This is an optimization exercise on Yosys and OpenROAD, whose aim is small area, a short achievable clock period and few clock cycles per item, not a production implementation. Only simulation tests tie the RTL to the original design; equivalence was not proved. Power and IR drop assume default switching activity.

[flow/config.mk]
export PLATFORM = sky130hd
export DESIGN_NAME = fc_codec
export DESIGN_NICKNAME = fc_codec
export VERILOG_FILES = /design/flow/design.v
export SDC_FILE = /design/flow/constraint.sdc
export NUM_CORES = 4
export LEC_CHECK = 0
export CAP_MARGIN = 20
export CORE_MARGIN = 2
export CORE_UTILIZATION = 70
export SLEW_MARGIN = 20
[flow/constraint.sdc]
create_clock -name core_clock -period 10.0 [get_ports {clk}]
set_input_delay 2.0000 -clock core_clock [delete_from_list [all_inputs] [get_ports {clk}]]
set_output_delay 2.0000 -clock core_clock [all_outputs]
set_load 0.01 [all_outputs]
[flow/design.v]
module fc_codec (
    input  wire       clk,
    input  wire       rst,         
    input  wire       req_valid,
    output wire       req_ready,
    input  wire [7:0] req_data,
    output wire       res_valid,
    input  wire       res_ready,
    output wire [7:0] res_data
);
    localparam [7:0] ST_OK  = 8'd0;
    localparam [7:0] ST_IPS = 8'd1;    
    localparam [7:0] ST_NSC = 8'd2;    
    localparam [7:0] ST_CKM = 8'd3;    
    localparam [1:0] K_RES  = 2'd0,    
                     K_ENC  = 2'd1,    
                     K_DEC  = 2'd2,    
                     K_FAIL = 2'd3;    
    localparam W_OP = 0, W_EN0 = 1, W_EN1 = 2, W_EPAY = 3, W_SKIP = 4,
               W_DM0 = 5, W_DM1 = 6, W_DR0 = 7, W_DR1 = 8, W_DRAW = 9;
    localparam SC_FIRST = 0, SC_ZEROS = 1, SC_LEN = 2, SC_LCS = 3,
               SC_PAY = 4, SC_DCS = 5, SC_RES = 6;
    localparam R_NEXT = 0, R_HDR = 1, R_PAY = 2, R_DCS = 3, R_END = 4;
    reg [7:0] now;
    always @(posedge clk)
        if (rst) now <= 8'd0;
        else     now <= now + 8'd1;
    reg       iv, sv;
    reg       rdy_q;                     
    reg [7:0] ib, sb;
    reg       ib_z, ib_ff, ib_op;
    reg       sb_z, sb_ff, sb_op;
    wire      go;                        
    wire      take = req_valid && !sv;
    wire      in_z  = (req_data == 8'h00);
    wire      in_ff = (req_data == 8'hFF);
    wire      in_op = (req_data == 8'h01) || (req_data == 8'h02);
    assign req_ready = rdy_q;
    always @(posedge clk) begin
        if (rst) begin
            iv    <= 1'b0;
            sv    <= 1'b0;
            rdy_q <= 1'b1;
        end else if (go || !iv) begin
            rdy_q <= 1'b1;
            if (sv) begin
                iv    <= 1'b1;
                ib    <= sb;
                ib_z  <= sb_z;
                ib_ff <= sb_ff;
                ib_op <= sb_op;
                sv    <= 1'b0;
            end else begin
                iv    <= take;
                ib    <= req_data;
                ib_z  <= in_z;
                ib_ff <= in_ff;
                ib_op <= in_op;
            end
        end else if (take) begin
            rdy_q <= 1'b0;
            sv    <= 1'b1;
            sb    <= req_data;
            sb_z  <= in_z;
            sb_ff <= in_ff;
            sb_op <= in_op;
        end
    end
    wire [7:0] b = ib;
    wire       we;                       
    wire [1:0] wsel;                     
    wire [7:0] rq [0:255];
    genvar g;
    generate
        for (g = 0; g < 256; g = g + 1) begin : st
            reg [7:0] q;
            if (g % 64 == 0) begin : wt
                always @(posedge clk)
                    q <= (we && wsel == g / 64) ? b : rq[(g + 255) % 256];
            end else begin : sh
                always @(posedge clk)
                    q <= rq[g - 1];
            end
            assign rq[g] = q;
        end
    endgenerate
    reg  [1:0] qk [0:3];
    reg  [7:0] qa [0:3];
    reg  [1:0] qh, qt;
    reg  [2:0] qn;
    wire       push, pop;
    reg  [1:0] pk;
    reg  [7:0] pa;
    wire       q_full  = qn[2];
    wire       q_empty = (qn == 3'd0);
    wire [1:0] hk = qk[qh];
    wire [7:0] ha = qa[qh];
    always @(posedge clk) begin
        if (rst) begin
            qh <= 2'd0;
            qt <= 2'd0;
            qn <= 3'd0;
        end else begin
            if (push) begin
                qk[qt] <= pk;
                qa[qt] <= pa;
                qt     <= qt + 2'd1;
            end
            if (pop)
                qh <= qh + 2'd1;
            qn <= qn + {2'd0, push} - {2'd0, pop};
        end
    end
    reg  [7:0] sx [0:3];
    reg  [1:0] sh_, st_;
    reg  [2:0] sn;
    wire       spush, spop;
    wire [7:0] px;
    wire       s_full  = sn[2];
    wire       s_empty = (sn == 3'd0);
    wire [7:0] hx = sx[sh_];
    always @(posedge clk) begin
        if (rst) begin
            sh_ <= 2'd0;
            st_ <= 2'd0;
            sn  <= 3'd0;
        end else begin
            if (spush) begin
                sx[st_] <= px;
                st_     <= st_ + 2'd1;
            end
            if (spop)
                sh_ <= sh_ + 2'd1;
            sn <= sn + {2'd0, spush} - {2'd0, spop};
        end
    end
    reg  [7:0] wa;                       
    reg  [7:0] cur_start;                
    reg        wany;                     
    reg  [7:0] rdist;                    
    reg  [4:0] rs;                       
    reg  [1:0] rk;                       
    reg  [7:0] ra;                       
    reg  [9:0] ws;                       
    reg  [6:0] sc;                       
    wire       dany;                     
    wire       r_has = (rs[R_HDR] || rs[R_PAY]) && (rk == K_ENC || rk == K_DEC);
    wire [7:0] rp   = now - rdist - 8'd1;
    wire [7:0] base = r_has ? rp : (!s_empty ? hx : (dany ? cur_start : wa));
    reg  [8:0] free_r;
    reg  [7:0] base_r;       
    reg        wrote_r;
    reg        jo_r;
    wire [7:0] jdist = now - wa;
    reg        f1_r, f2_r;               
    reg        wt_r;                     
    wire       room  = wrote_r ? f2_r : f1_r;
    wire       wtap  = wt_r;
    reg        rw;                       
    wire [8:0] fr_n = {(base_r == wa), base_r - wa} - 9'd1;
    always @(posedge clk) begin
        if (rst) begin
            f1_r    <= 1'b1;
            f2_r    <= 1'b1;
            wt_r    <= 1'b1;
            free_r  <= 9'd255;
            base_r  <= 8'd0;
            wrote_r <= 1'b0;
            jo_r    <= 1'b0;
        end else begin
            base_r  <= base;
            wt_r    <= we || ((now[5:0] + 6'd1) == (rw ? cur_start[5:0] : wa[5:0]));
            free_r  <= fr_n;
            f1_r    <= (fr_n != 9'd0);
            f2_r    <= (fr_n[8:1] != 8'd0);
            wrote_r <= we;
            jo_r    <= (base_r == wa) || ({2'b0, jdist} + 10'd4 <= {1'b0, free_r});
        end
    end
    reg [7:0]  c8;           
    reg [15:0] wrem;         
    reg [15:0] rrem;         
    reg [7:0]  wsum;         
    reg        inw;          
    reg        rl;           
    wire [16:0] maxw   = {1'b0, b, c8} + 17'd7;
    wire        c8z    = (c8 == 8'd0);
    wire        c8one  = (c8 == 8'd1);
    wire        c8ff   = (c8 == 8'd255);
    wire [7:0]  wlen   = wa - cur_start;          
    wire [7:0]  sum_n  = wsum + b;
    wire [7:0]  lx     = c8 | b;
    wire [7:0]  sx_    = wsum | b;
    wire        lcs_ok = ((c8 ^ b) == {lx[6:0], 1'b0});
    wire        dcs_ok = ((wsum ^ b) == {sx_[6:0], 1'b0});
    wire d_live   = !sc[SC_RES];
    wire dec_nsc  = inw && ((sc[SC_FIRST] && !ib_z) || (sc[SC_ZEROS] && !ib_z && !ib_ff));
    wire dec_lcs  = inw && sc[SC_LCS] && !lcs_ok;
    wire dec_dcs  = inw && sc[SC_DCS];
    wire dec_ok   = dec_dcs && dcs_ok;
    wire cut_nsc  = (sc[SC_FIRST] || sc[SC_ZEROS]) && (ib_z || !inw);
    wire d_decide = dec_nsc || dec_lcs || dec_dcs;
    wire d_resolve = d_live && (d_decide || rl);
    wire [7:0] d_status = dec_ok ? ST_OK :
                          (dec_nsc || (!d_decide && cut_nsc)) ? ST_NSC : ST_CKM;
    wire d_pay    = inw && sc[SC_PAY] && !rl;
    wire want_w   = ws[W_EPAY] || (ws[W_DRAW] && d_pay);
    wire first_w  = !wany;
    wire can_w    = first_w ? (jo_r || (wtap && room)) : (wtap && room);
    wire use_jump = first_w && jo_r;
    wire [7:0] waddr = use_jump ? now : wa;
    assign wsel = use_jump ? 2'd0 : (now[7:6] - wa[7:6]);
    wire enc_bad = !ib_z || c8z || c8ff;           
    reg  want_p;
    always @(*) begin
        want_p = 1'b0;
        pk = K_FAIL;
        pa = b;
        if (ws[W_OP]) begin
            want_p = !ib_op;
            pk = K_RES;
        end
        if (ws[W_EN1]) begin
            want_p = enc_bad;
            pa = ST_IPS;
        end
        if (ws[W_EPAY]) begin
            want_p = first_w;
            pk = K_ENC;
            pa = c8;
        end
        if (ws[W_DR1]) begin
            want_p = ib_z && c8z;
            pa = ST_NSC;
        end
        if (ws[W_DRAW]) begin
            want_p = d_resolve;
            if (dec_ok && wany) begin
                pk = K_DEC;
                pa = wlen;
            end else
                pa = d_status;                      
        end
    end
    wire need_q = ws[W_OP];
    wire stall  = (need_q && (q_full || s_full)) || (want_w && !can_w);
    assign go    = iv && !stall;
    assign push  = go && want_p;
    assign spush = go && want_p && (pk == K_ENC || pk == K_DEC);
    assign px    = ws[W_EPAY] ? waddr : cur_start;
    assign we    = go && want_w;
    assign dany  = wany && ws[W_DRAW] && d_live;
    always @(posedge clk) begin
        if (rst) begin
            wa   <= 8'd0;
            ws   <= 10'd1 << W_OP;
            sc   <= 7'd1 << SC_FIRST;
            wany <= 1'b0;
            rw   <= 1'b0;
        end else begin
            rw <= go && ws[W_DRAW] && d_resolve && !dec_ok && wany;
            if (we) begin
                wa   <= waddr + 8'd1;
                wany <= 1'b1;
                if (first_w)
                    cur_start <= waddr;
            end
            if (rw)
                wa <= cur_start;
            if (go) begin
                if (ws[W_OP]) begin
                    wsum <= 8'd0;
                    wany <= 1'b0;
                    if (ib_op) begin
                        ws[W_OP] <= 1'b0;
                        if (b[0])
                            ws[W_EN0] <= 1'b1;
                        else
                            ws[W_DM0] <= 1'b1;
                    end
                end
                if (ws[W_EN0]) begin
                    c8 <= b;
                    ws[W_EN0] <= 1'b0;
                    ws[W_EN1] <= 1'b1;
                end
                if (ws[W_EN1]) begin
                    rrem <= {b, c8};
                    rl   <= 1'b0;
                    ws[W_EN1] <= 1'b0;
                    if (ib_z && c8z)
                        ws[W_OP] <= 1'b1;
                    else if (enc_bad)
                        ws[W_SKIP] <= 1'b1;
                    else
                        ws[W_EPAY] <= 1'b1;
                end
                if (ws[W_EPAY]) begin
                    c8 <= c8 - 8'd1;
                    if (c8one) begin
                        ws[W_EPAY] <= 1'b0;
                        ws[W_OP]   <= 1'b1;
                    end
                end
                if (ws[W_SKIP]) begin
                    rrem <= rrem - 16'd1;
                    rl   <= (rrem == 16'd2);
                    if (rl) begin
                        ws[W_SKIP] <= 1'b0;
                        ws[W_OP]   <= 1'b1;
                    end
                end
                if (ws[W_DM0]) begin
                    c8 <= b;
                    ws[W_DM0] <= 1'b0;
                    ws[W_DM1] <= 1'b1;
                end
                if (ws[W_DM1]) begin
                    wrem <= maxw[16] ? 16'hFFFF : maxw[15:0];
                    inw  <= 1'b1;
                    ws[W_DM1] <= 1'b0;
                    ws[W_DR0] <= 1'b1;
                end
                if (ws[W_DR0]) begin
                    c8 <= b;
                    ws[W_DR0] <= 1'b0;
                    ws[W_DR1] <= 1'b1;
                end
                if (ws[W_DR1]) begin
                    rrem <= {b, c8};
                    rl   <= ib_z && c8one;
                    sc   <= 7'd1 << SC_FIRST;
                    ws[W_DR1] <= 1'b0;
                    if (ib_z && c8z)
                        ws[W_OP] <= 1'b1;
                    else
                        ws[W_DRAW] <= 1'b1;
                end
                if (ws[W_DRAW]) begin
                    rrem <= rrem - 16'd1;
                    rl   <= (rrem == 16'd2);
                    if (inw) begin
                        wrem <= wrem - 16'd1;
                        inw  <= (wrem != 16'd1);
                        if (sc[SC_FIRST] && ib_z)
                            sc <= 7'd1 << SC_ZEROS;
                        if (sc[SC_ZEROS] && ib_ff)
                            sc <= 7'd1 << SC_LEN;
                        if (sc[SC_LEN]) begin
                            c8 <= b;
                            sc <= 7'd1 << SC_LCS;
                        end
                        if (sc[SC_LCS])
                            sc <= c8z ? (7'd1 << SC_DCS) : (7'd1 << SC_PAY);
                        if (sc[SC_PAY]) begin
                            wsum <= sum_n;
                            c8   <= c8 - 8'd1;
                            if (c8one)
                                sc <= 7'd1 << SC_DCS;
                        end
                    end
                    if (d_resolve)
                        sc <= 7'd1 << SC_RES;
                    if (rl) begin
                        ws[W_DRAW] <= 1'b0;
                        ws[W_OP]   <= 1'b1;
                    end
                end
            end
        end
    end
    reg [3:0] rh;            
    reg [7:0] rsum;          
    reg       o0v, o1v;
    reg       o0e;                       
    reg [7:0] o0, o1;
    wire      o0_free = o0e || res_ready;
    assign res_valid = o0v;
    assign res_data  = o0;
    wire       rtap = (rdist[2:0] == 3'd7) && !rdist[7];
    wire [7:0] tapv [0:15];
    generate
        for (g = 0; g < 16; g = g + 1) begin : tp
            assign tapv[g] = rq[8 * g + 7];
        end
    endgenerate
    wire [7:0] ring_byte = tapv[rdist[6:3]];
    wire       can_out = !o1v;
    wire [8:0] n7 = {1'b0, ra} + 9'd7;
    reg [7:0] hbyte;
    reg       hlast;
    always @(*) begin
        hbyte = 8'h00;
        hlast = 1'b0;
        case (rh)
            4'd1: hbyte = (rk == K_RES) ? 8'h08 : (rk == K_FAIL) ? ra : 8'h00;
            4'd2: hbyte = (rk == K_ENC) ? n7[7:0] : (rk == K_DEC) ? ra : 8'h00;
            4'd3: begin
                hbyte = {7'd0, (rk == K_ENC) && n7[8]};
                hlast = (rk != K_ENC);
            end
            4'd6: hbyte = 8'hFF;
            4'd7: hbyte = ra;
            4'd8: begin
                hbyte = 8'd0 - ra;
                hlast = 1'b1;
            end
            default: hbyte = 8'h00;
        endcase
    end
    wire [7:0] op_byte = (hk == K_RES) ? ha :
                         (hk == K_ENC) ? 8'h01 :
                         (hk == K_DEC) ? 8'h02 :
                         ((ha == ST_IPS) ? 8'h01 : 8'h02);
    assign pop  = rs[R_NEXT] && !q_empty && can_out;
    assign spop = pop && (hk == K_ENC || hk == K_DEC);
    wire r_avail = !(ws[W_EPAY] && wany && s_empty) || (ra != c8);
    wire rd_byte = rs[R_PAY] && can_out && r_avail && rtap;
    reg       newv;
    reg [7:0] newb;
    always @(*) begin
        newv = 1'b0;
        newb = ring_byte;
        if (rs[R_NEXT]) begin
            newv = pop;
            newb = op_byte;
        end
        if (rs[R_HDR]) begin
            newv = can_out;
            newb = hbyte;
        end
        if (rs[R_PAY])
            newv = rd_byte;
        if (rs[R_DCS]) begin
            newv = can_out;
            newb = 8'd0 - rsum;
        end
        if (rs[R_END]) begin
            newv = can_out;
            newb = 8'h00;
        end
    end
    always @(posedge clk) begin
        if (rst) begin
            rs  <= 5'd1 << R_NEXT;
            o0v <= 1'b0;
            o0e <= 1'b1;
            o1v <= 1'b0;
        end else begin
            if (o0_free) begin
                if (o1v) begin
                    o0  <= o1;
                    o0v <= 1'b1;
                    o0e <= 1'b0;
                    o1  <= newb;
                    o1v <= newv;
                end else begin
                    o0  <= newb;
                    o0v <= newv;
                    o0e <= !newv;
                end
            end else if (newv) begin
                o1  <= newb;
                o1v <= 1'b1;
            end
            if (!rd_byte)
                rdist <= rdist + 8'd1;
            if (pop) begin
                rk    <= hk;
                ra    <= ha;
                rdist <= now - hx;
                rsum  <= 8'd0;
                rh    <= 4'd1;
                rs    <= 5'd1 << R_HDR;
            end
            if (rs[R_HDR] && can_out) begin
                rh <= rh + 4'd1;
                if (hlast)
                    rs <= (rk == K_ENC || rk == K_DEC) ? (5'd1 << R_PAY) : (5'd1 << R_NEXT);
            end
            if (rd_byte) begin
                rsum <= rsum + ring_byte;
                ra   <= ra - 8'd1;
                if (ra == 8'd1)
                    rs <= (rk == K_ENC) ? (5'd1 << R_DCS) : (5'd1 << R_NEXT);
            end
            if (rs[R_DCS] && can_out)
                rs <= 5'd1 << R_END;
            if (rs[R_END] && can_out)
                rs <= 5'd1 << R_NEXT;
        end
    end
endmodule
[flow/flow/run.sh]
#!/bin/bash
# The standard layout (the standard.sh: standard synthesis, floorplan,
# power grid, placement, CTS and routing, all unchanged) with timing repair
# told to keep 6.7 ns of setup slack on the 10 ns clock, i.e. to aim at a
# 3.3 ns cycle, instead of stopping once paths fit in the clock.
set -euo pipefail
bash standard.sh SETUP_SLACK_MARGIN=6.7 finish > standard_flow.log 2>&1
[flow/standard.sh]
#!/bin/bash
# synth_recipe.tcl (not shown) runs the flow's synth.tcl, then flattens the netlist and writes it again
# the make line also repeats each setting of config.mk as NAME=value (left out here)
make -C /OpenROAD-flow-scripts/flow DESIGN_CONFIG=/design/flow/config.mk WORK_HOME=/design/flow/orfs CLKGATE_MAP_FILE= SYNTH_SCRIPT=/design/flow/synth_recipe.tcl "${@:-finish}"
==> results of run 1 <==
## sequential cells by signal (all words and copies together) (netlist names), 9 cells and up, named ones only
name / count
free_r: 9
qa: 32
rrem: 16
st.q: 2048
sx: 32
wrem: 16
ws: 10
## layout by cell type (no fill, tap or decap), types with 53 or more instances in the layout
cell	netlist	final
xnor2_1	89	83
nand2_1	176	173
buf_4	4	120
o21ai_0	129	118
nor2_1	172	161
xor2_1	58	57
dfxtp_1	2134	2121
edfxtp_1	198	198
nor3_1	59	53
a21oi_1	116	100
ha_1	113	91
clkbuf_16	0	196
inv_1	117	96
## per-layer routing
metal / global-route usage / routed length, um
met4: 0.196 / 12100
met1: 0.439 / 61700
met5: 0 / 126
met3: 0.0877 / 15100
met2: 0.573 / 78900
## cell type report
cell class,instances,share of cell area
Clock inverter,85,0.0161
Clock buffer,278,0.0795
Inverter,120,0.00687
Antenna cell,2,0.0000706
Multi-Input combinational cell,1567,0.168
Tap cell,1144,0.0202
Sequential cell,2332,0.687
Timing Repair Buffer,170,0.0220
## per-stage QoR
| stage | instance area [sq um] | std cells | power [uW] | hold slack, ps | util |
|---|---|---|---|---|---|
| after floorplan | 60700 | 4146 | 11400 | 310 | - |
| after global placement | 61900 | 5196 | 12000 | 310 | 0.724 |
| after detailed placement | 61900 | 5196 | 12000 | 312 | 0.724 |
| after CTS | 70100 | 5666 | 20400 | 286 | 0.820 |
| after global routing | 70900 | 5696 | 21500 | 273 | 0.828 |
| final | 70900 | 5698 | 21100 | 290 | 0.828 |
## how the worst max path moves through the flow
stage	from	to	cells past startpoint	slack (ps)
2_1_floorplan	rst	cur_start[0]	3	6640
3_3_place_gp	rst	sc[5]	5	5880
3_5_place_dp	rst	sc[4]	4	5820
4_1_cts	rdist[4]	rsum[7]	14	6560
5_1_grt	rdist[4]	rsum[7]	15	5810
6_report	rdist[4]	rsum[7]	15	5830
## kinds of logic after synthesis
kind of cell             count (synthesis)
multiplexers                            94
buffers and inverters                  248
adder cells (fa/ha/maj)                122
AND/OR/NAND/NOR                        690
XOR/XNOR                               147
AO/OA/AOI/OAI                          513
flip-flops                            2332
## power by group through the flow
stage                     logic (uW)  clock network [uW]  registers (uW)
after global routing            3070                8630            9840
after detailed placement        1960                   0           10000
final                           2970                8300            9830
after floorplan                 1500                   0            9900
after global placement          1940                   0           10000
after CTS                       2480                8130            9800
## timing repair
| action | 4_1_cts | 5_1_grt |
|---|---|---|
| buffers inserted | 100 | 29 |
| pin swaps | 40 | 46 |
| hold buffers | 0 | 0 |
| setup endpoints to repair | 142 | 97 |
| gates cloned | 7 | 1 |
| resized for setup | 169 | 104 |
==> results.json, run 1 <==
{
  "status": "timing/DRC/antenna clean",
  "finalSetupViolations": 0,
  "fill_cells": 3741,
  "async_flop_share": 0,
  "grt_overflow_total": 0,
  "postSynthAreaPerCell_sq_um": 14.6,
  "clock.fmax_mhz": 240,
  "yosys.cell_count.top_type": "dfxtp_1",
  "critical_path_arrival_ps": 4820,
  "cts_sinks": 2332,
  "synth_xor_area_frac": 0.0212,
  "dr_total_vias": 34200,
  "numPortBuffers": 21,
  "min_to": "st[244].q[2]",
  "synth_top_area_frac": 0.705,
  "ys_top_cells_by_count": "dfxtp_1 (2134), edfxtp_1 (198), nand2_1 (176)",
  "clockPowerShare": 0.394,
  "grt_pass1_vias": 35000,
  "min_path_type": "reg2reg",
  "dr.pass1.iters": 12,
  "cp-start-kind": "flop",
  "final-seq-area_sq_um": 48700,
  "antenna_found_initial": 18,
  "crit_chain": "buf_6, buf_6, buf_16, and2_4, buf_4, a221oi_2, o21ai_1, a21oi_1, o21ai_2, ha_1, inv_1, o21bai_1, a21o_1, a21o_1, a21oi_2",
  "p_per_area_nw_per_um2": 298,
  "grt_max_degree": 59,
  "die_h_um": 298,
  "place_ws_ps": 5820,
  "cpMaxStageDelayCell": "a221oi_2",
  "cts_buffers": 194,
  "syn-instance-count": 4146,
  "syn-cell-area_sq_um": 60600,
  "timing.setup.tns_ps": 0,
  "drive_above_1_share": 0.163,
  "gr-usage-all-layers": 0.354,
  "syn_to_final_growth_pct": 16.9,
  "row_count": 107,
  "wl_um": 168000,
  "antenna_left": 0,
  "io_pins": 22,
  "r2r_slack_ps": 5830,
  "avgViaCountPerCell": 6.00,
  "synth_adder_area_share": 0.0263,
  "combinationalPowerShare": 0.141,
  "core_sq_um": 85500,
  "routedWlPerCell_um": 29.5,
  "power.share.sequential": 0.466,
  "min_from": "st[243].q[2]",
  "synth.area.top_cells": "dfxtp_1 (70%), edfxtp_1 (9.8%), ha_1 (2.3%), xnor2_1 (1.3%), nand2_1 (1.1%)",
  "p_sw_uw": 5900,
  "grt_pass1_wl_um": 232000,
  "crit_fanout": 5,
  "p_int_uw": 15200,
  "tightest_slew_ps": 1140,
  "yosys_warnings": 1,
  "yosysSeqAreaShare": 0.803,
  "ir_drop_mv": 0.266,
  "worstHoldPathCells": 0,
  "num-nets-final": 4519,
  "clockBufferDepth": 3,
  "required_ps": 10660,
  "synth-edff-count": 198,
  "skew_ps": 72.0,
  "initial_utilization": 0.709,
  "max_stage_delay_ps": 530,
  "drc": 0,
  "cts-root-buf": "clkbuf_16",
  "critical_path.top_delay_family": "compound AO/OA/AOI/OAI gates",
  "drv_cap": 0,
  "cp-end-kind": "flop",
  "p_leak_uw": 0.0280,
  "critPathKind": "reg2reg",
  "crit_buf_inv": 5,
  "clkLatencyLatePin_ps": 840,
  "rsz0062_at_grt": "yes",
  "maxSlewViolCount": 0,
  "hold_viol_final": 0,
  "syn_nets": 4280,
  "synth-simple-area-share": 0.0571,
  "synth_compound_area_frac": 0.0553,
  "reg2reg_to": "rsum[7]",
  "multi_input_area_sq_um": 11900,
  "worstRegToRegCells": 15,
  "synth_flop_cell": "dfxtp_1",
  "synth_mux_area_frac": 0.0209,
  "fin_crit_sh": 0.417,
  "dieArea_sq_um": 89000,
  "synth_top_family_by_area": "simple AND/OR/NAND/NOR gates",
  "clkSlewWorstSetupHoldPaths_ps": 80,
  "cts_tree": "done",
  "drtIter0Drc": 4627,
  "sw_frac_of_total": 0.280,
  "post-route-min-period_ps": 4170,
  "gp_congestion": 0.886,
  "die_w_um": 298,
  "synth_top_area_cell": "dfxtp_1",
  "r2r-start": "rdist[4]",
  "setup_slack_ps": 5830,
  "synth.distinct_cells": 88,
  "ys_ff_latch": 2332,
  "relSlewSlack": 0.240,
  "h-tree-depth": 4,
  "dpl.hpwl_um": 71300
}
Testbench counts, summed over its fixed seeds: cycles 38,935, items 1,280.
==> run 2, diff against run 1 <==
--- a/flow/design.v
+++ b/flow/design.v
@@ -88,4 +88,3 @@
     reg  [7:0] qa [0:3];
-    reg  [1:0] qh, qt;
-    reg  [2:0] qn;
+    reg  [2:0] qh, qt;                   
     wire       push, pop;
@@ -93,20 +92,18 @@
     reg  [7:0] pa;
-    wire       q_full  = qn[2];
-    wire       q_empty = (qn == 3'd0);
-    wire [1:0] hk = qk[qh];
-    wire [7:0] ha = qa[qh];
+    wire       q_empty = (qh == qt);
+    wire       q_full  = (qh == {!qt[2], qt[1:0]});
+    wire [1:0] hk = qk[qh[1:0]];
+    wire [7:0] ha = qa[qh[1:0]];
     always @(posedge clk) begin
         if (rst) begin
-            qh <= 2'd0;
-            qt <= 2'd0;
-            qn <= 3'd0;
+            qh <= 3'd0;
+            qt <= 3'd0;
         end else begin
             if (push) begin
-                qk[qt] <= pk;
-                qa[qt] <= pa;
-                qt     <= qt + 2'd1;
+                qk[qt[1:0]] <= pk;
+                qa[qt[1:0]] <= pa;
+                qt <= qt + 3'd1;
             end
             if (pop)
-                qh <= qh + 2'd1;
-            qn <= qn + {2'd0, push} - {2'd0, pop};
+                qh <= qh + 3'd1;
         end
@@ -114,22 +111,19 @@
     reg  [7:0] sx [0:3];
-    reg  [1:0] sh_, st_;
-    reg  [2:0] sn;
+    reg  [2:0] sh_, st_;
     wire       spush, spop;
     wire [7:0] px;
-    wire       s_full  = sn[2];
-    wire       s_empty = (sn == 3'd0);
-    wire [7:0] hx = sx[sh_];
+    wire       s_empty = (sh_ == st_);
+    wire       s_full  = (sh_ == {!st_[2], st_[1:0]});
+    wire [7:0] hx = sx[sh_[1:0]];
     always @(posedge clk) begin
         if (rst) begin
-            sh_ <= 2'd0;
-            st_ <= 2'd0;
-            sn  <= 3'd0;
+            sh_ <= 3'd0;
+            st_ <= 3'd0;
         end else begin
             if (spush) begin
-                sx[st_] <= px;
-                st_     <= st_ + 2'd1;
+                sx[st_[1:0]] <= px;
+                st_ <= st_ + 3'd1;
             end
             if (spop)
-                sh_ <= sh_ + 2'd1;
-            sn <= sn + {2'd0, spush} - {2'd0, spop};
+                sh_ <= sh_ + 3'd1;
         end
@@ -373,2 +367,5 @@
     reg [7:0] rsum;          
+    reg [7:0] lastb;         
+    reg       lastv;         
+    wire [7:0] rsum_all = rsum + (lastv ? lastb : 8'd0);
     reg       o0v, o1v;
@@ -435,3 +432,3 @@
             newv = can_out;
-            newb = 8'd0 - rsum;
+            newb = 8'd0 - rsum_all;
         end
@@ -467,2 +464,7 @@
                 rdist <= rdist + 8'd1;
+            if (rd_byte || lastv) begin
+                rsum  <= rsum_all;
+                lastb <= ring_byte;
+                lastv <= rd_byte;
+            end
             if (pop) begin
@@ -472,2 +474,3 @@
                 rsum  <= 8'd0;
+                lastv <= 1'b0;
                 rh    <= 4'd1;
@@ -481,3 +484,2 @@
             if (rd_byte) begin
-                rsum <= rsum + ring_byte;
                 ra   <= ra - 8'd1;
--- a/flow/config.mk
+++ b/flow/config.mk
@@ -9,3 +9,3 @@
 export CORE_MARGIN = 2
-export CORE_UTILIZATION = 70
+export CORE_UTILIZATION = 50
 export SLEW_MARGIN = 20
==> run 2 against run 1 <==
  * Critical path depth decreased by 14
  * Count of clock-buffer cells in the layout increased by 4
  * Flip-flop and latch count increased by 7
  * Largest cell class unchanged
  * Final area decreased by 1.8%
  * Via count decreased by 15%
  * Clock power decreased by 7.7%
  * Critical endpoint is now res_data[0]
  * Maximum frequency increased by 19%
  * Register-to-register slack improved by 890 ps
  * Still clean on timing, DRC and antenna
  * Critical path type is now reg2out
  * Combinational power decreased by 43%
  * Setup slack improved by 670 ps
  * Sequential share of layout area increased by 1.6 points
==> results.json, run 2 <==
{
  "critical_path.top_delay_family": "flip-flops",
  "cts-root-buf": "clkbuf_16",
  "antenna_left": 0,
  "skew_ps": 36.6,
  "place_ws_ps": 5870,
  "largest_reg_flops": 2048,
  "wl_um": 104000,
  "synth_adder_area_share": 0.0255,
  "largest-register": "st.q",
  "drv_cap": 0,
  "synth_flop_cell": "dfxtp_1",
  "hold_viol_final": 0,
  "cp-start-kind": "flop",
  "synth_top_area_cell": "dfxtp_1",
  "final_common_cell": "dfxtp_1",
  "synth-edff-count": 207,
  "yosys.cell_count.top_type": "dfxtp_1",
  "relSlewSlack": 0.312,
  "synth-simple-area-share": 0.0533,
  "die_h_um": 352,
  "synth_compound_area_frac": 0.0543,
  "timing.setup.tns_ps": 0,
  "p_total_uw": 19100,
  "crit_buf_inv": 1,
  "clkLatencyLatePin_ps": 810,
  "grt_pass1_vias": 28500,
  "yosysSeqAreaShare": 0.807,
  "routedWlPerCell_um": 17.2,
  "clkSlewWorstSetupHoldPaths_ps": 60,
  "synth_xor_area_frac": 0.0224,
  "finalSetupViolations": 0,
  "critPathKind": "reg2out",
  "grt_overflow_total": 0,
  "setup_slack_ps": 6510,
  "avgViaCountPerCell": 4.78,
  "ys_top_cells_by_count": "dfxtp_1 (2132), edfxtp_1 (207), nor2_1 (199)",
  "cts_sinks": 2339,
  "syn-cell-area_sq_um": 60600,
  "synth_top_area_frac": 0.705,
  "status": "timing/DRC/antenna clean",
  "cpMaxStageDelayCell": "edfxtp_1",
  "min_path_type": "reg2reg",
  "syn_nets": 4256,
  "critical_path_arrival_ps": 1490,
  "post-route-min-period_ps": 3490,
  "ys_ff_latch": 2339,
  "clockBufferDepth": 3,
  "initial_utilization": 0.505,
  "p_leak_uw": 0.0274,
  "yosys_warnings": 1,
  "row_count": 127,
  "dr.pass1.iters": 6,
  "cts_tree": "done",
  "synth_top_family_by_area": "compound AO/OA/AOI/OAI gates",
  "r2r_slack_ps": 6720,
  "crit_chain": "buf_6",
  "maxSlewViolCount": 0,
  "synth.distinct_cells": 91,
  "num-nets-final": 4412,
  "p_per_area_nw_per_um2": 275,
  "async_flop_share": 0,
  "dieArea_sq_um": 124000,
  "gr-usage-all-layers": 0.169,
  "cts_buffers": 205,
  "cp-end-kind": "output port",
  "final_cell_mix": "dfxtp_1 (2124), clkbuf_16 (211), edfxtp_1 (207), nor2_1 (196), nand2_1 (182)",
  "dr_total_vias": 29000,
  "rsz0062_at_grt": "yes",
  "crit_fanout": 1,
  "max_stage_delay_ps": 500,
  "antenna_found_initial": 3,
  "fin_crit_sh": 0.349,
  "clock.fmax_mhz": 286,
  "required_ps": 8000,
  "syn_to_final_growth_pct": 14.9,
  "drc": 0,
  "die_w_um": 352,
  "drive_above_1_share": 0.114,
  "cts_hold_buf": 0,
  "drtIter0Drc": 2276,
  "dpl.hpwl_um": 65700,
  "gp_congestion": 0.880,
  "grt_max_degree": 56,
  "synth_mux_area_frac": 0.0214,
  "io_pins": 22,
  "postSynthAreaPerCell_sq_um": 14.7,
  "numPortBuffers": 21,
  "tightest_slew_ps": 1020,
  "grt_pass1_wl_um": 163000,
  "h-tree-depth": 4,
  "ir_drop_mv": 0.200,
  "syn-instance-count": 4125,
  "synth.area.top_cells": "dfxtp_1 (70%), edfxtp_1 (10%), ha_1 (2.3%), xnor2_1 (1.3%), nor2_1 (1.2%)",
  "core_sq_um": 120000
}
-- run 2: layout make-up --
type / instances / area, sq um
Multi-Input combinational cell: 1553 / 10900
Clock inverter: 86 / 913
Inverter: 118 / 448
Tap cell: 1612 / 2020
Clock buffer: 282 / 5850
Fill cell: 9432 / 50400
Antenna cell: 2 / 5.00
Timing Repair Buffer: 64 / 542
Sequential cell: 2339 / 48900
-- run 2: path summary, 6_finish.rpt --
path / start / end / cells after the start
max: o0[0] / res_data[0] / 1
min reg2reg: st[64].q[1] / st[65].q[1] / 0
max reg2reg: c8[5] / sx[3][3] / 7
min: st[64].q[1] / st[65].q[1] / 0
-- run 2: per-layer routing --
| metal | up-vias | wire length [um] | GRT usage |
|---|---|---|---|
| met1 | 13900 | 52300 | 0.250 |
| li1 | 14200 | - | - |
| met4 | 0 | 2700 | 0.0629 |
| met2 | 702 | 44300 | 0.247 |
| met3 | 199 | 5020 | 0.0322 |
| met5 | - | 0 | 0 |
-- run 2: report_power, final --
part	total [uW]	leakage, uW	switching (uW)	internal [uW]
Combinational	1680	0.00495	1040	635
Sequential	9770	0.0191	145	9630
Clock	7660	0.00335	3310	4360
-- run 2: kinds of logic (layout without fill, tap and decap cells) --
family / after synthesis / count (layout)
buffers and inverters: 233 / 550
and+or+nand+nor: 670 / 670
AOI/OAI and AO/OA: 510 / 510
DFF: 2339 / 2339
adders and majority gates: 119 / 119
xor gates and xnor gates: 155 / 155
other: 0 / 2
muxes: 99 / 99
-- run 2: worst reg2reg max path, cell delays in order (launching register included) --
cell and delay, ps:
edfxtp_1 450, or4_4 580, or4b_4 540, a31oi_1 210
o2111ai_1 240, a21o_2 350, nor2_4 210, and3_2 380
-- run 2: repair_timing --
item | in CTS | in global routing
buffers inserted | 17 | 5
pin swaps | 0 | 2
gates resized for setup | 75 | 25
endpoints found under the hold margin | 0 | 0
endpoints found under the setup margin | 214 | 135
-- run 2: metrics by stage --
stage / instances / utilization / hold slack (ps) / area (sq um)
2_1_floorplan: 4125 / - / 310 / 60600
3_3_place_gp: 5664 / 0.521 / 310 / 62500
3_5_place_dp: 5664 / 0.521 / 312 / 62500
4_1_cts: 6049 / 0.579 / 300 / 69400
5_1_grt: 6054 / 0.580 / 296 / 69600
6_report: 6056 / 0.580 / 295 / 69600
Testbench counts of run 2, summed over its fixed seeds: cycles 38,935, items 1,280.
==> run 3, diff against run 2 <==
--- a/flow/design.v
+++ b/flow/design.v
@@ -380,6 +380,8 @@
         for (g = 0; g < 16; g = g + 1) begin : tp
-            assign tapv[g] = rq[8 * g + 7];
+            assign tapv[g] = rq[8 * g + 6];
         end
     endgenerate
-    wire [7:0] ring_byte = tapv[rdist[6:3]];
+    reg  [7:0] ring_byte;
+    always @(posedge clk)
+        ring_byte <= tapv[rdist[6:3]];
     wire       can_out = !o1v;
==> run 3 against run 2 <==
  * Core utilization is 0.099 points higher
  * Via count is 1.7% higher
  * Clock skew down 16 ps
  * Clock power about the same
  * Flip-flop and latch count grew 8
  * Sequential share of layout area decreased by 0.054 points
  * Die area increased by 0.40%
  * Synthesized cell count up 0.70%
  * Maximum frequency is 1.9% higher
  * Critical path type unchanged
  * Critical endpoint is now res_data[4]
  * Highest routed layer unchanged
==> results.json, run 3 <==
{
  "status": "timing/DRC/antenna clean",
  "largest-register": "st.q",
  "syn_nets": 4285,
  "numPortBuffers": 21,
  "synth_mux_area_frac": 0.0203,
  "post-route-min-period_ps": 3430,
  "hold_viol_final": 0,
  "core_sq_um": 120000,
  "synth_compound_area_frac": 0.0564,
  "gr-usage-all-layers": 0.171,
  "gp_congestion": 0.918,
  "p_per_area_nw_per_um2": 272,
  "cts_buffers": 204,
  "postSynthAreaPerCell_sq_um": 14.6,
  "clkSlewWorstSetupHoldPaths_ps": 60,
  "final_cell_mix": "dfxtp_1 (2130), clkbuf_16 (208), edfxtp_1 (207), nor2_1 (191), nand2_1 (185)",
  "crit_fanout": 1,
  "syn-cell-area_sq_um": 60800,
  "grt_pass1_vias": 28900,
  "fill_cells": 9430,
  "synth_flop_cell": "dfxtp_1",
  "final_core_util": 0.581,
  "grt_overflow_total": 0,
  "synth_top_area_cell": "dfxtp_1",
  "p_total_uw": 19000,
  "crit_chain": "buf_6",
  "routedWlPerCell_um": 17.5,
  "ys_top_cells_by_count": "dfxtp_1 (2140), edfxtp_1 (207), nor2_1 (193)",
  "async_flop_share": 0,
  "cts_tree": "done",
  "synth_adder_area_share": 0.0254,
  "final_common_cell": "dfxtp_1",
  "clockBufferDepth": 3,
  "yosys.cell_count.top_type": "dfxtp_1",
  "synth-edff-count": 207,
  "grt_max_degree": 47,
  "synth.area.top_cells": "dfxtp_1 (70%), edfxtp_1 (10%), ha_1 (2.3%), xnor2_1 (1.3%), nor2_1 (1.2%)",
  "max_stage_delay_ps": 470,
  "drc": 0,
  "die_h_um": 353,
  "row_count": 127,
  "antenna_found_initial": 11,
  "critical_path.top_delay_family": "flip-flops",
  "cpMaxStageDelayCell": "edfxtp_1",
  "relSlewSlack": 0.337,
  "initial_utilization": 0.505,
  "yosysSeqAreaShare": 0.807,
  "clkLatencyLatePin_ps": 800,
  "cts-root-buf": "clkbuf_16",
  "h-tree-depth": 4,
  "cp-end-kind": "output port",
  "p_leak_uw": 0.0273,
  "drtIter0Drc": 1878,
  "grt_pass1_wl_um": 166000,
  "place_area_sq_um": 62800,
  "synth_top_area_frac": 0.705,
  "drv_cap": 0,
  "design_area_sq_um": 69900,
  "min_path_type": "reg2reg",
  "ys_ff_latch": 2347,
  "synth_xor_area_frac": 0.0210,
  "synth-simple-area-share": 0.0553,
  "synth_top_family_by_area": "compound AO/OA/AOI/OAI gates",
  "wl_um": 106000,
  "dpl.hpwl_um": 67000,
  "required_ps": 8000,
  "fin_crit_sh": 0.343,
  "largest_reg_flops": 2048,
  "timing.setup.tns_ps": 0,
  "whs_ps": 308,
  "tightest_slew_ps": 989,
  "syn-instance-count": 4154,
  "critPathKind": "reg2out",
  "clock.fmax_mhz": 292,
  "r2r_slack_ps": 6860,
  "maxSlewViolCount": 0,
  "critical_path_arrival_ps": 1430,
  "ir_drop_mv": 0.185,
  "avgViaCountPerCell": 4.83,
  "io_pins": 22,
  "finalSetupViolations": 0,
  "cts_sinks": 2347,
  "yosys_warnings": 1,
  "rsz0062_at_grt": "yes",
  "synth.distinct_cells": 87,
  "skew_ps": 20.8,
  "cp-start-kind": "flop",
  "dieArea_sq_um": 124000,
  "dr.pass1.iters": 5,
  "drive_above_1_share": 0.116,
  "crit_buf_inv": 1,
  "dr_total_vias": 29400,
  "die_w_um": 353,
  "antenna_left": 0,
  "syn_to_final_growth_pct": 14.9,
  "num-nets-final": 4447
}
[run 3: changes by cell type after synthesis, sizes merged, moves of 8 or more]
cell / before / now
o21a: 12 / 21
a211oi: 19 / 9
o211ai: 5 / 14
xor2: 65 / 57
and2: 22 / 33
o22ai: 13 / 22
a221oi: 15 / 24
dfxtp: 2132 / 2140
[run 3: cell families after synthesis]
| logic type | count (synthesis) |
|---|---|
| DFF | 2347 |
| and+or+nand+nor | 691 |
| AOI/OAI and AO/OA | 522 |
| buffers and inverters | 235 |
| xor gates and xnor gates | 146 |
| adders and majority gates | 119 |
| muxes | 94 |
[run 3: area by class of cell]
type	instances	area, sq um	area share
sequential	2347	49100	0.702
inverter	118	455	0.00652
timing repair buffer	72	569	0.00815
multi-input combinational	1573	11100	0.158
clock buffer	299	5940	0.0850
clock inverter	74	751	0.0107
tap	1612	2020	0.0289
antenna	3	7.51	0.000107
[run 3: stage by stage]
stage | cells | worst slack [ps]
finish | 6098 | 6570
global route | 6096 | 6480
CTS | 6075 | 6460
detailed placement | 5693 | 5870
global placement | 5693 | 5900
floorplan | 4154 | 6480
[run 3: timing repair]
action / CTS / global route
hold buffers: 0 / 0
buffers inserted: 8 / 20
pin swaps: 2 / 3
cloned: 1 / 0
setup endpoints to repair: 164 / 124
resized for setup: 65 / 33
[run 3: final timing paths]
kind,start,endpoint,depth (start not counted)
max,o0[4],res_data[4],1
min,st[124].q[2],st[125].q[2],0
max reg2reg,now[0],jo_r,17
min reg2reg,st[124].q[2],st[125].q[2],0
[run 3: metal layers]
| metal | vias up | routed length [um] | global-route usage |
|---|---|---|---|
| met3 | 229 | 5700 | 0.0390 |
| met2 | 738 | 44500 | 0.245 |
| met5 | - | 0 | 0 |
| li1 | 14400 | - | - |
| met1 | 14100 | 53100 | 0.251 |
| met4 | 0 | 3190 | 0.0695 |
[run 3: report_power, final]
part,internal [uW],switching [uW]
registers,9660,142
clock network,4360,3290
logic,581,1000
Testbench counts of run 3, summed over its fixed seeds: cycles 38,935, items 1,280.
==> run 4, diff against run 3 <==
--- a/flow/design.v
+++ b/flow/design.v
@@ -30,4 +30,4 @@
     reg [7:0] ib, sb;
-    reg       ib_z, ib_ff, ib_op;
-    reg       sb_z, sb_ff, sb_op;
+    reg       ib_z, ib_ff, ib_op, ib_1;
+    reg       sb_z, sb_ff, sb_op, sb_1;
     wire      go;                        
@@ -37,2 +37,3 @@
     wire      in_op = (req_data == 8'h01) || (req_data == 8'h02);
+    wire      in_1  = (req_data == 8'h01);
     assign req_ready = rdy_q;
@@ -51,2 +52,3 @@
                 ib_op <= sb_op;
+                ib_1  <= sb_1;
                 sv    <= 1'b0;
@@ -58,2 +60,3 @@
                 ib_op <= in_op;
+                ib_1  <= in_1;
             end
@@ -66,2 +69,3 @@
             sb_op <= in_op;
+            sb_1  <= in_1;
         end
@@ -71,2 +75,10 @@
     wire [1:0] wsel;                     
+    reg        wq;
+    reg  [1:0] wselq;
+    reg  [7:0] wdq;
+    always @(posedge clk) begin
+        wq    <= we && !rst;
+        wselq <= wsel;
+        wdq   <= b;
+    end
     wire [7:0] rq [0:255];
@@ -76,8 +88,8 @@
             reg [7:0] q;
-            if (g % 64 == 0) begin : wt
+            if (g % 64 == 1) begin : wt
                 always @(posedge clk)
-                    q <= (we && wsel == g / 64) ? b : rq[(g + 255) % 256];
+                    q <= (wq && wselq == g / 64) ? wdq : rq[g - 1];
             end else begin : sh
                 always @(posedge clk)
-                    q <= rq[g - 1];
+                    q <= rq[(g + 255) % 256];
             end
@@ -147,3 +159,5 @@
     reg        jo_r;
-    wire [7:0] jdist = now - wa;
+    reg  [7:0] jdist;                    
+    reg  [7:0] fm4_r;                    
+    reg        f4ok_r;                   
     reg        f1_r, f2_r;               
@@ -163,2 +177,5 @@
             jo_r    <= 1'b0;
+            fm4_r   <= 8'd251;
+            f4ok_r  <= 1'b1;
+            jdist   <= 8'd0;
         end else begin
@@ -170,3 +187,7 @@
             wrote_r <= we;
-            jo_r    <= (base_r == wa) || ({2'b0, jdist} + 10'd4 <= {1'b0, free_r});
+            fm4_r   <= fr_n[7:0] - 8'd4;
+            f4ok_r  <= (fr_n >= 9'd4);
+            jo_r    <= (base_r == wa) || (f4ok_r && (jdist <= fm4_r));
+            jdist   <= we ? (use_jump ? 8'd0 : jdist) :
+                       rw ? (now + 8'd1 - cur_start) : (jdist + 8'd1);
         end
@@ -180,5 +201,3 @@
     wire [16:0] maxw   = {1'b0, b, c8} + 17'd7;
-    wire        c8z    = (c8 == 8'd0);
-    wire        c8one  = (c8 == 8'd1);
-    wire        c8ff   = (c8 == 8'd255);
+    reg         c8z, c8one, c8ff;         
     wire [7:0]  wlen   = wa - cur_start;          
@@ -205,3 +224,3 @@
     wire [7:0] waddr = use_jump ? now : wa;
-    assign wsel = use_jump ? 2'd0 : (now[7:6] - wa[7:6]);
+    assign wsel = use_jump ? 2'd0 : jdist[7:6];
     wire enc_bad = !ib_z || c8z || c8ff;           
@@ -277,2 +296,3 @@
                     c8 <= b;
+                    {c8z, c8one, c8ff} <= {ib_z, ib_1, ib_ff};
                     ws[W_EN0] <= 1'b0;
@@ -293,2 +313,3 @@
                     c8 <= c8 - 8'd1;
+                    {c8z, c8one, c8ff} <= {c8one, (c8 == 8'd2), c8z};
                     if (c8one) begin
@@ -308,2 +329,3 @@
                     c8 <= b;
+                    {c8z, c8one, c8ff} <= {ib_z, ib_1, ib_ff};
                     ws[W_DM0] <= 1'b0;
@@ -319,2 +341,3 @@
                     c8 <= b;
+                    {c8z, c8one, c8ff} <= {ib_z, ib_1, ib_ff};
                     ws[W_DR0] <= 1'b0;
@@ -344,2 +367,3 @@
                             c8 <= b;
+                            {c8z, c8one, c8ff} <= {ib_z, ib_1, ib_ff};
                             sc <= 7'd1 << SC_LCS;
@@ -351,2 +375,3 @@
                             c8   <= c8 - 8'd1;
+                            {c8z, c8one, c8ff} <= {c8one, (c8 == 8'd2), c8z};
                             if (c8one)
@@ -373,5 +398,11 @@
     reg [7:0] o0, o1;
+    reg [7:0] ro;                        
+    reg       newv;                      
+    reg [7:0] newb;
     wire      o0_free = o0e || res_ready;
+    wire [7:0] o0_n   = o1v ? o1 : newb;
     assign res_valid = o0v;
-    assign res_data  = o0;
+    assign res_data  = ro;
+    always @(posedge clk)
+        ro <= o0_free ? o0_n : o0;
     wire       rtap = (rdist[2:0] == 3'd7) && !rdist[7];
@@ -417,4 +448,2 @@
     wire rd_byte = rs[R_PAY] && can_out && r_avail && rtap;
-    reg       newv;
-    reg [7:0] newb;
     always @(*) begin
==> run 4 against run 3 <==
  * First-iteration DRC count rose by 3.9%
  * Setup slack improved by 75 ps
  * Synthesized area rose by 2.0%
  * Cell count rose by 2.3%
  * Clock power rose by 6.7%
  * Final area rose by 2.7%
  * Highest routed layer is now met5
==> results.json, run 4 <==
{
  "r2r_slack_ps": 6880,
  "hold_viol_final": 0,
  "tightest_slew_ps": 1030,
  "clkLatencyLatePin_ps": 830,
  "num-nets-final": 4558,
  "timing.setup.tns_ps": 0,
  "routedWlPerCell_um": 17.4,
  "cts_buffers": 208,
  "relSlewSlack": 0.312,
  "wl_um": 109000,
  "r2r-start": "ib[1]",
  "synth_top_area_cell": "dfxtp_1",
  "diodes": 0,
  "syn_nets": 4404,
  "post-route-min-period_ps": 3350,
  "grt_max_degree": 52,
  "cpMaxStageDelayCell": "dfxtp_4",
  "design_area_sq_um": 71800,
  "syn-cell-area_sq_um": 62000,
  "cts_tree": "done",
  "multi_input_area_sq_um": 11600,
  "core_sq_um": 123000,
  "synth_top_area_frac": 0.699,
  "status": "timing/DRC/antenna clean",
  "crit_buf_inv": 1,
  "avgViaCountPerCell": 4.86,
  "drv_cap": 0,
  "p_leak_uw": 0.0282,
  "initial_utilization": 0.502,
  "synth.distinct_cells": 81,
  "final-seq-area_sq_um": 49800,
  "antenna_found_initial": 1,
  "final_cell_mix": "dfxtp_1 (2154), clkbuf_16 (214), nor2_1 (213), edfxtp_1 (212), nand2_1 (177)",
  "postSynthAreaPerCell_sq_um": 14.5,
  "dr_total_vias": 30300,
  "cts-root-buf": "clkbuf_16",
  "critical_path_arrival_ps": 1350,
  "skew_ps": 44.2,
  "setup.worst_path.end": "res_data[2]",
  "maxSlewViolCount": 0,
  "numPortBuffers": 21,
  "cp.depth": 1,
  "drtIter0Drc": 1952,
  "critPathKind": "reg2out",
  "min_path_type": "reg2reg",
  "gp_congestion": 0.850,
  "worstRegToRegCells": 9,
  "die_h_um": 356,
  "dpl.hpwl_um": 68900,
  "cts_sinks": 2379,
  "row_count": 129,
  "yosysSeqAreaShare": 0.802,
  "p_per_area_nw_per_um2": 279,
  "clockBufferDepth": 3,
  "setup.worst_path.start": "ro[2]",
  "clock.fmax_mhz": 298,
  "critical_path.top_delay_family": "flip-flops",
  "grt_pass1_vias": 29900,
  "dieArea_sq_um": 127000,
  "grt_overflow_total": 0,
  "largest-register": "st.q",
  "crit_chain": "buf_6",
  "antenna_left": 0,
  "synth-edff-count": 212,
  "ir_drop_mv": 0.206,
  "fill_cells": 9688,
  "clkSlewWorstSetupHoldPaths_ps": 60,
  "reg2reg_to": "sx[1][5]",
  "synth_flop_cell": "dfxtp_1",
  "cp-start-kind": "flop",
  "syn-instance-count": 4273,
  "max_stage_delay_ps": 410,
  "h-tree-depth": 4,
  "synth.area.top_cells": "dfxtp_1 (70%), edfxtp_1 (10%), ha_1 (2.3%), xnor2_1 (1.4%), nor2_1 (1.3%)",
  "largest_reg_flops": 2048,
  "gr-usage-all-layers": 0.174,
  "whs_ps": 282,
  "yosys_warnings": 1,
  "fin_crit_sh": 0.335,
  "dr.pass1.iters": 6,
  "cp-end-kind": "output port",
  "rsz0062_at_grt": "yes",
  "place_area_sq_um": 64000,
  "cts_hold_buf": 0,
  "ys_top_cells_by_count": "dfxtp_1 (2167), nor2_1 (216), edfxtp_1 (212)",
  "required_ps": 8000,
  "drive_above_1_share": 0.122,
  "yosys.cell_count.top_type": "dfxtp_1",
  "finalSetupViolations": 0,
  "syn_to_final_growth_pct": 15.7,
  "drc": 0,
  "async_flop_share": 0,
  "ys_ff_latch": 2379,
  "die_w_um": 356,
  "io_pins": 22,
  "final_common_cell": "dfxtp_1",
  "crit_fanout": 1,
  "grt_pass1_wl_um": 171000
}
-- run 4: cell types whose count changed in the layout (fill, tap and decap cells not counted), sizes merged, moves of 9 or more --
cell    change
dfxtp      +27
nor2       +22
mux2       +16
nand3      +16
nor3b      +11
a211oi     +10
clkinv      +9
o21ai       -9
-- run 4: layout make-up --
type | instances | share of cell area
clock buffer | 296 | 0.0856
clock inverter | 88 | 0.0161
inverter | 123 | 0.00649
multi-input combinational | 1649 | 0.161
sequential | 2379 | 0.694
tap | 1637 | 0.0285
timing repair buffer | 65 | 0.00816
timing repair inverter | 1 | 0.000105
-- run 4: repair_timing --
item	CTS	global route
endpoints found under the setup margin	202	156
setup buffers	9	16
resized for setup	86	13
gates cloned	2	0
pin swaps	2	4
-- run 4: worst min-delay path by stage --
stage,start,to,slack (ps),depth (start not counted)
after floorplan,st[255].q[0],st[0].q[0],310,0
after global placement,st[97].q[7],st[98].q[7],310,0
after detailed placement,st[147].q[4],st[148].q[4],310,0
after CTS,st[69].q[1],st[70].q[1],290,0
after global routing,st[53].q[6],st[54].q[6],300,0
final,st[76].q[5],st[77].q[5],280,0
-- run 4: kinds of logic (layout without fill, tap and decap cells) --
| kind of cell | count (synthesis) | count (layout) | synth area share |
|---|---|---|---|
| buf+inv | 246 | 573 | 0.0149 |
| simple gates | 724 | 724 | 0.0563 |
| xor+xnor | 149 | 149 | 0.0210 |
| fa+ha+maj | 120 | 120 | 0.0250 |
| flops | 2379 | 2379 | 0.802 |
| compound gates | 542 | 543 | 0.0573 |
| mux | 113 | 113 | 0.0235 |
-- run 4: where the power goes --
group	leakage [uW]	switching [uW]	internal, uW
clock	0.00359	3450	4710
sequential	0.0194	196	9830
combinational	0.00522	1150	701
total	0.0282	4790	15200
-- run 4: per-stage QoR --
step            util  setup slack, ps  total power [uW]  std cells
6_report       0.581             6650             20000       6238
5_1_grt        0.581             6580             20900       6238
4_1_cts        0.579             6580             20200       6222
3_5_place_dp   0.519             5690             12000       5827
3_3_place_gp   0.519             5700             12000       5827
2_1_floorplan      -             6670             11400       4273
-- run 4: per-layer routing --
metal	vias to the layer above	routed length, um	GRT usage
li1	14800	-	-
met1	14600	53000	0.247
met2	669	47700	0.263
met3	196	5230	0.0368
met4	2	2790	0.0644
met5	-	12	0
Testbench counts of run 4, summed over its fixed seeds: cycles 38,935, items 1,280.
==> run 5, diff against run 4 <==
--- a/flow/design.v
+++ b/flow/design.v
@@ -392,5 +392,2 @@
     reg [7:0] rsum;          
-    reg [7:0] lastb;         
-    reg       lastv;         
-    wire [7:0] rsum_all = rsum + (lastv ? lastb : 8'd0);
     reg       o0v, o1v;
@@ -463,3 +460,3 @@
             newv = can_out;
-            newb = 8'd0 - rsum_all;
+            newb = 8'd0 - rsum;
         end
@@ -495,7 +492,2 @@
                 rdist <= rdist + 8'd1;
-            if (rd_byte || lastv) begin
-                rsum  <= rsum_all;
-                lastb <= ring_byte;
-                lastv <= rd_byte;
-            end
             if (pop) begin
@@ -505,3 +497,2 @@
                 rsum  <= 8'd0;
-                lastv <= 1'b0;
                 rh    <= 4'd1;
@@ -515,2 +506,3 @@
             if (rd_byte) begin
+                rsum <= rsum + ring_byte;
                 ra   <= ra - 8'd1;
--- a/flow/config.mk
+++ b/flow/config.mk
@@ -10,2 +10,4 @@
 export CORE_UTILIZATION = 50
+export CTS_CLUSTER_DIAMETER = 80
+export CTS_CLUSTER_SIZE = 20
 export SLEW_MARGIN = 20
==> run 5 against run 4 <==
  * Still clean on timing, DRC and antenna
  * Synthesized cell count rose by 0.16%
  * Global-route usage rose by 0.21 points
  * Sequential power barely moved
  * Cell count fell by 3.1%
  * Routed wire length rose by 1.4%
  * Final area fell by 4.6%
  * Count of clock-buffer cells in the layout fell by 141
  * Clock skew fell by 11 ps
  * Non-clock buffer count rose by 1
  * Setup slack improved by 55 ps
==> results.json, run 5 <==
{
  "min_path_type": "reg2reg",
  "critical_path_arrival_ps": 1300,
  "maxSlewViolCount": 0,
  "async_flop_share": 0,
  "diodes": 0,
  "drc": 0,
  "final_core_util": 0.555,
  "clock.fmax_mhz": 303,
  "final_cell_mix": "dfxtp_1 (2157), edfxtp_1 (203), nand2_1 (189), nor2_1 (188), clkbuf_16 (145)",
  "ir_drop_mv": 0.222,
  "status": "timing/DRC/antenna clean",
  "cp-end-kind": "output port",
  "clkSlewWorstSetupHoldPaths_ps": 80,
  "yosys.cell_count.top_type": "dfxtp_1",
  "skew_ps": 33.1,
  "syn_to_final_growth_pct": 10.4,
  "io_pins": 22,
  "routedWlPerCell_um": 18.2,
  "yosys_warnings": 1,
  "drtIter0Drc": 2387,
  "dpl.hpwl_um": 71600,
  "max_stage_delay_ps": 410,
  "ys_top_cells_by_count": "dfxtp_1 (2167), edfxtp_1 (203), nor2_1 (190)",
  "whs_ps": 314,
  "die_w_um": 356,
  "crit_buf_inv": 1,
  "cpMaxStageDelayCell": "dfxtp_4",
  "p_total_uw": 17400,
  "critPathKind": "reg2out",
  "antenna_left": 0,
  "dr.pass1.iters": 5,
  "synth_top_area_cell": "dfxtp_1",
  "core_sq_um": 123000,
  "synth.distinct_cells": 84,
  "synth-edff-count": 203,
  "grt_max_degree": 48,
  "fill_cells": 9945,
  "finalSetupViolations": 0,
  "antenna_found_initial": 10,
  "ys_ff_latch": 2370,
  "crit_chain": "buf_6",
  "cts_sinks": 2370,
  "timing.setup.tns_ps": 0,
  "postSynthAreaPerCell_sq_um": 14.5,
  "hold_viol_final": 0,
  "worstHoldPathCells": 0,
  "cts-root-buf": "clkbuf_16",
  "syn-cell-area_sq_um": 62000,
  "syn_nets": 4411,
  "tightest_slew_ps": 1050,
  "rsz0062_at_grt": "yes",
  "grt_pass1_wl_um": 171000,
  "row_count": 129,
  "drive_above_1_share": 0.0860,
  "relSlewSlack": 0.298,
  "r2r-start": "ib[6]",
  "yosysSeqAreaShare": 0.798,
  "avgViaCountPerCell": 4.98,
  "critical_path.top_delay_family": "flip-flops",
  "clkLatencyLatePin_ps": 760,
  "numPortBuffers": 21,
  "dieArea_sq_um": 127000,
  "initial_utilization": 0.502,
  "drv_cap": 0,
  "largest_reg_flops": 2048,
  "p_leak_uw": 0.0265,
  "gp_congestion": 0.859,
  "cp-start-kind": "flop",
  "worstRegToRegCells": 8,
  "final_common_cell": "dfxtp_1",
  "h-tree-depth": 4,
  "min_to": "st[248].q[7]",
  "grt_pass1_vias": 29400,
  "required_ps": 8000,
  "synth_flop_cell": "dfxtp_1",
  "dr_total_vias": 30100,
  "p_per_area_nw_per_um2": 254,
  "wl_um": 110000,
  "num-nets-final": 4499,
  "die_h_um": 356,
  "crit_fanout": 1,
  "cts_buffers": 143,
  "post-route-min-period_ps": 3300,
  "gr-usage-all-layers": 0.176,
  "syn-instance-count": 4280,
  "fin_crit_sh": 0.330,
  "clockBufferDepth": 3,
  "min_from": "st[247].q[7]",
  "synth_top_area_frac": 0.699,
  "largest-register": "st.q",
  "reg2reg_to": "qa[0][7]",
  "synth.area.top_cells": "dfxtp_1 (70%), edfxtp_1 (9.8%), ha_1 (2.3%), xnor2_1 (1.3%), nor2_1 (1.1%)",
  "grt_overflow_total": 0,
  "r2r_slack_ps": 6870,
  "cts_tree": "done"
}
## run 5: cell count changes after synthesis, moves of 10 or more
| cell | delta |
|---|---|
| inv_1 | +10 |
| nor2_1 | -26 |
| and3_1 | +13 |
| o21ai_0 | -14 |
| nand2_1 | +11 |
| nor4_1 | +11 |
| xor2_1 | -17 |
| and2_1 | -18 |
## run 5: what timing repair did
item                       CTS  global route
pin swaps                    2             1
gates resized for setup     77            17
setup endpoints to repair   95           136
hold buffers                 0             0
cloned                       0             0
setup buffers                4            14
## run 5: how the worst max path moves through the flow
stage | cells past startpoint | start | slack (ps) | end
floorplan | 3 | rst | 6570 | rl
global placement | 4 | rst | 5790 | qa[1][1]
detailed placement | 4 | rst | 5740 | qa[1][0]
CTS | 1 | ro[3] | 6620 | res_data[3]
global route | 1 | ro[2] | 6650 | res_data[2]
finish | 1 | ro[2] | 6700 | res_data[2]
## run 5: area by class of cell
cell class	instances	area, sq um	share of cell area
sequential	2370	49500	0.723
timing repair buffer	66	574	0.00839
multi-input combinational	1651	11700	0.171
inverter	136	510	0.00746
clock buffer	155	3680	0.0537
tap	1637	2050	0.0299
clock inverter	30	454	0.00663
## run 5: where the power goes
group / internal [uW] / switching, uW
Sequential: 9740 / 176
Combinational: 667 / 1130
Clock: 2710 / 2970
## run 5: per-stage QoR
stage | instances | cell area [sq um] | setup WS [ps]
after floorplan | 4280 | 62100 | 6570
after global placement | 5842 | 64100 | 5790
after detailed placement | 5842 | 64100 | 5740
after CTS | 6031 | 68300 | 6620
after global routing | 6045 | 68500 | 6650
final | 6045 | 68500 | 6700
## run 5: logic make-up after synthesis
kind of cell | share of synthesized area
compound gates | 0.0588
xor+xnor | 0.0189
fa+ha+maj | 0.0249
buf+inv | 0.0160
flops | 0.798
mux | 0.0249
simple gates | 0.0588
## run 5: metal layers
layer	routed length, um	vias up	global-route usage	share of wire
met2	45600	755	0.251	0.41
met1	54400	14500	0.260	0.49
met4	3530	4	0.0687	0.032
li1	-	14700	-	-
met3	6710	209	0.0400	0.061
met5	27	-	0	0.00025
Testbench counts of run 5, summed over its fixed seeds: cycles 38,935, items 1,280.
==> run 6, diff against run 5 <==
--- a/flow/config.mk
+++ b/flow/config.mk
@@ -11,3 +11,3 @@
 export CTS_CLUSTER_DIAMETER = 80
-export CTS_CLUSTER_SIZE = 20
+export CTS_CLUSTER_SIZE = 30
 export SLEW_MARGIN = 20
==> run 6 against run 5 <==
  * Global-route usage fell by 0.37 points
  * Synthesized area unchanged
  * Critical path depth is the same
  * Critical path type unchanged
  * Critical endpoint unchanged
  * Largest cell class unchanged
==> results.json, run 6 <==
{
  "drc": 0,
  "postSynthAreaPerCell_sq_um": 14.5,
  "ir_drop_mv": 0.211,
  "fin_crit_sh": 0.324,
  "clkLatencyLatePin_ps": 720,
  "critical_path_arrival_ps": 1240,
  "tightest_slew_ps": 1050,
  "num-nets-final": 4454,
  "setup.worst_path.end": "res_data[2]",
  "dieArea_sq_um": 127000,
  "yosys.cell_count.top_type": "dfxtp_1",
  "cts_hold_buf": 0,
  "largest_reg_flops": 2048,
  "drive_above_1_share": 0.0750,
  "wl_um": 109000,
  "syn_to_final_growth_pct": 8.66,
  "p_leak_uw": 0.0260,
  "rsz0062_at_grt": "yes",
  "status": "timing/DRC/antenna clean",
  "maxSlewViolCount": 0,
  "yosysSeqAreaShare": 0.798,
  "yosys_warnings": 1,
  "final_core_util": 0.546,
  "max_stage_delay_ps": 420,
  "cts-root-buf": "clkbuf_16",
  "clkSlewWorstSetupHoldPaths_ps": 100,
  "dpl.hpwl_um": 71600,
  "syn-cell-area_sq_um": 62000,
  "cts_sinks": 2370,
  "ys_top_cells_by_count": "dfxtp_1 (2167), edfxtp_1 (203), nor2_1 (190)",
  "clock.fmax_mhz": 309,
  "worstRegToRegCells": 8,
  "h-tree-depth": 3,
  "critPathKind": "reg2out",
  "critical_path.top_delay_family": "flip-flops",
  "timing.setup.tns_ps": 0,
  "synth-edff-count": 203,
  "relSlewSlack": 0.301,
  "final_common_cell": "dfxtp_1",
  "async_flop_share": 0,
  "routedWlPerCell_um": 18.2,
  "largest-register": "st.q",
  "crit_buf_inv": 1,
  "grt_max_degree": 48,
  "initial_utilization": 0.502,
  "crit_chain": "buf_6",
  "gp_congestion": 0.859,
  "grt_pass1_wl_um": 169000,
  "finalSetupViolations": 0,
  "core_sq_um": 123000,
  "die_h_um": 356,
  "antenna_found_initial": 10,
  "antenna_left": 0,
  "drtIter0Drc": 2347,
  "reg2reg_to": "base_r[7]",
  "dr.pass1.iters": 5,
  "r2r_slack_ps": 6830,
  "crit_fanout": 1,
  "cpMaxStageDelayCell": "dfxtp_4",
  "setup.worst_path.start": "ro[2]",
  "synth.distinct_cells": 84,
  "cts_buffers": 100,
  "cp-start-kind": "flop",
  "drv_cap": 0,
  "synth_top_area_cell": "dfxtp_1",
  "grt_overflow_total": 0,
  "r2r-start": "rdist[4]",
  "hold_viol_final": 0,
  "syn_nets": 4411,
  "die_w_um": 356,
  "final_cell_mix": "dfxtp_1 (2162), edfxtp_1 (203), nand2_1 (189), nor2_1 (188), inv_1 (132)",
  "avgViaCountPerCell": 4.97,
  "syn-instance-count": 4280,
  "ys_ff_latch": 2370,
  "min_path_type": "reg2reg",
  "io_pins": 22,
  "cp.depth": 1,
  "cts_tree": "done",
  "clockBufferDepth": 3,
  "post-route-min-period_ps": 3240,
  "p_per_area_nw_per_um2": 245,
  "skew_ps": 29.1,
  "cp-end-kind": "output port",
  "synth.area.top_cells": "dfxtp_1 (70%), edfxtp_1 (9.8%), ha_1 (2.3%), xnor2_1 (1.3%), nor2_1 (1.1%)",
  "synth_flop_cell": "dfxtp_1",
  "required_ps": 8000,
  "synth_top_area_frac": 0.699,
  "numPortBuffers": 21,
  "grt_pass1_vias": 28800,
  "gr-usage-all-layers": 0.172,
  "row_count": 129,
  "dr_total_vias": 29800
}
-- run 6: cell counts after synthesis --
No cell type changed its count.
-- run 6: cells by family (layout without fill, tap and decap cells) --
family | after synthesis | count (layout) | synth area share
flops | 2370 | 2370 | 0.798
xor+xnor | 132 | 132 | 0.0189
simple gates | 736 | 736 | 0.0588
mux | 121 | 121 | 0.0249
other cells | 0 | 1 | 0
fa+ha+maj | 119 | 119 | 0.0249
compound gates | 543 | 543 | 0.0588
buf+inv | 259 | 337 | 0.0160
-- run 6: worst min-delay path by stage --
stage               depth (start not counted)           end    startpoint
detailed placement                          0  st[110].q[6]  st[109].q[6]
global placement                            0  st[190].q[3]  st[189].q[3]
floorplan                                   0    st[0].q[0]  st[255].q[0]
CTS                                         0  st[207].q[7]  st[206].q[7]
finish                                      0  st[207].q[7]  st[206].q[7]
global route                                0  st[204].q[7]  st[203].q[7]
-- run 6: area by class of cell --
class / count / area (sq um)
fill: 10000 / 56100
sequential: 2370 / 49500
multi-input combinational: 1651 / 11700
clock buffer: 107 / 2570
tap: 1637 / 2050
clock inverter: 30 / 543
timing repair buffer: 64 / 529
inverter: 136 / 510
antenna: 1 / 2.50
-- run 6: report_power, final --
part	switching (uW)	internal [uW]	leakage (uW)
Sequential	173	9740	0.0193
Clock	2840	1980	0.00150
Combinational	1130	659	0.00514
Total	4140	12400	0.0260
-- run 6: routing by layer --
metal | GRT usage | wire length [um] | part of all wire | vias to the layer above
li1 | - | - | - | 14600
met2 | 0.249 | 45100 | 0.41 | 740
met3 | 0.0348 | 6430 | 0.059 | 194
met4 | 0.0577 | 3570 | 0.033 | 4
met1 | 0.258 | 53900 | 0.49 | 14300
met5 | 0 | 22 | 0.00020 | -
-- run 6: timing repair --
action,in CTS,in global routing
gates resized for setup,62,17
setup buffers,5,11
setup endpoints to repair,93,123
pin swaps,2,1
-- run 6: metrics by stage --
stage | cells | power, uW | area [sq um] | worst slack, ps | hold WS [ps]
after floorplan | 4280 | 11300 | 62100 | 6570 | 310
after global placement | 5842 | 11900 | 64100 | 5790 | 310
after detailed placement | 5842 | 11900 | 64100 | 5740 | 312
after CTS | 5984 | 16700 | 67200 | 6660 | 316
after global routing | 5995 | 17300 | 67400 | 6700 | 321
final | 5996 | 16500 | 67400 | 6760 | 320

port drivers added, routing unchanged:
In the flow no input, the clock included, has a driving cell. The finished layouts below were timed again as built, in two steps.
Step 1 sets driving cells, clkbuf_16 on the clock port and buf_2 on the other inputs (assumed; they add their load-dependent delay and slew).
Step 2, shift: input delay + t, output delay - t, t = (earliest + latest rising clock arrival at the registers) / 2. This alone moves slack from input paths to output paths.
Three values: ideal ports, drivers, drivers and shift; two values: the first two.
run	t, ns	setup WS [ns]	slew at the worst register clock pin (ns)	worst slew at a driven data input, ns	pins driven straight from the clock port
run 1	0.898	5.834 / 5.834 / 5.834	0.10 / 0.10	0.03	1
run 2	0.859	6.509 / 6.440 / 6.099	0.07 / 0.07	0.03	1
run 3	0.858	6.574 / 6.503 / 5.854	0.07 / 0.07	0.17	1
run 4	0.875	6.649 / 6.578 / 5.986	0.07 / 0.07	0.04	1
run 5	0.821	6.704 / 6.632 / 6.020	0.09 / 0.09	0.15	1
run 6	0.779	6.761 / 6.691 / 6.004	0.11 / 0.11	0.15	1
After both steps every run listed still meets setup and hold. The setup slack of run 6, which loses most, moves by -0.070 ns with the drivers and by -0.757 ns with both steps.
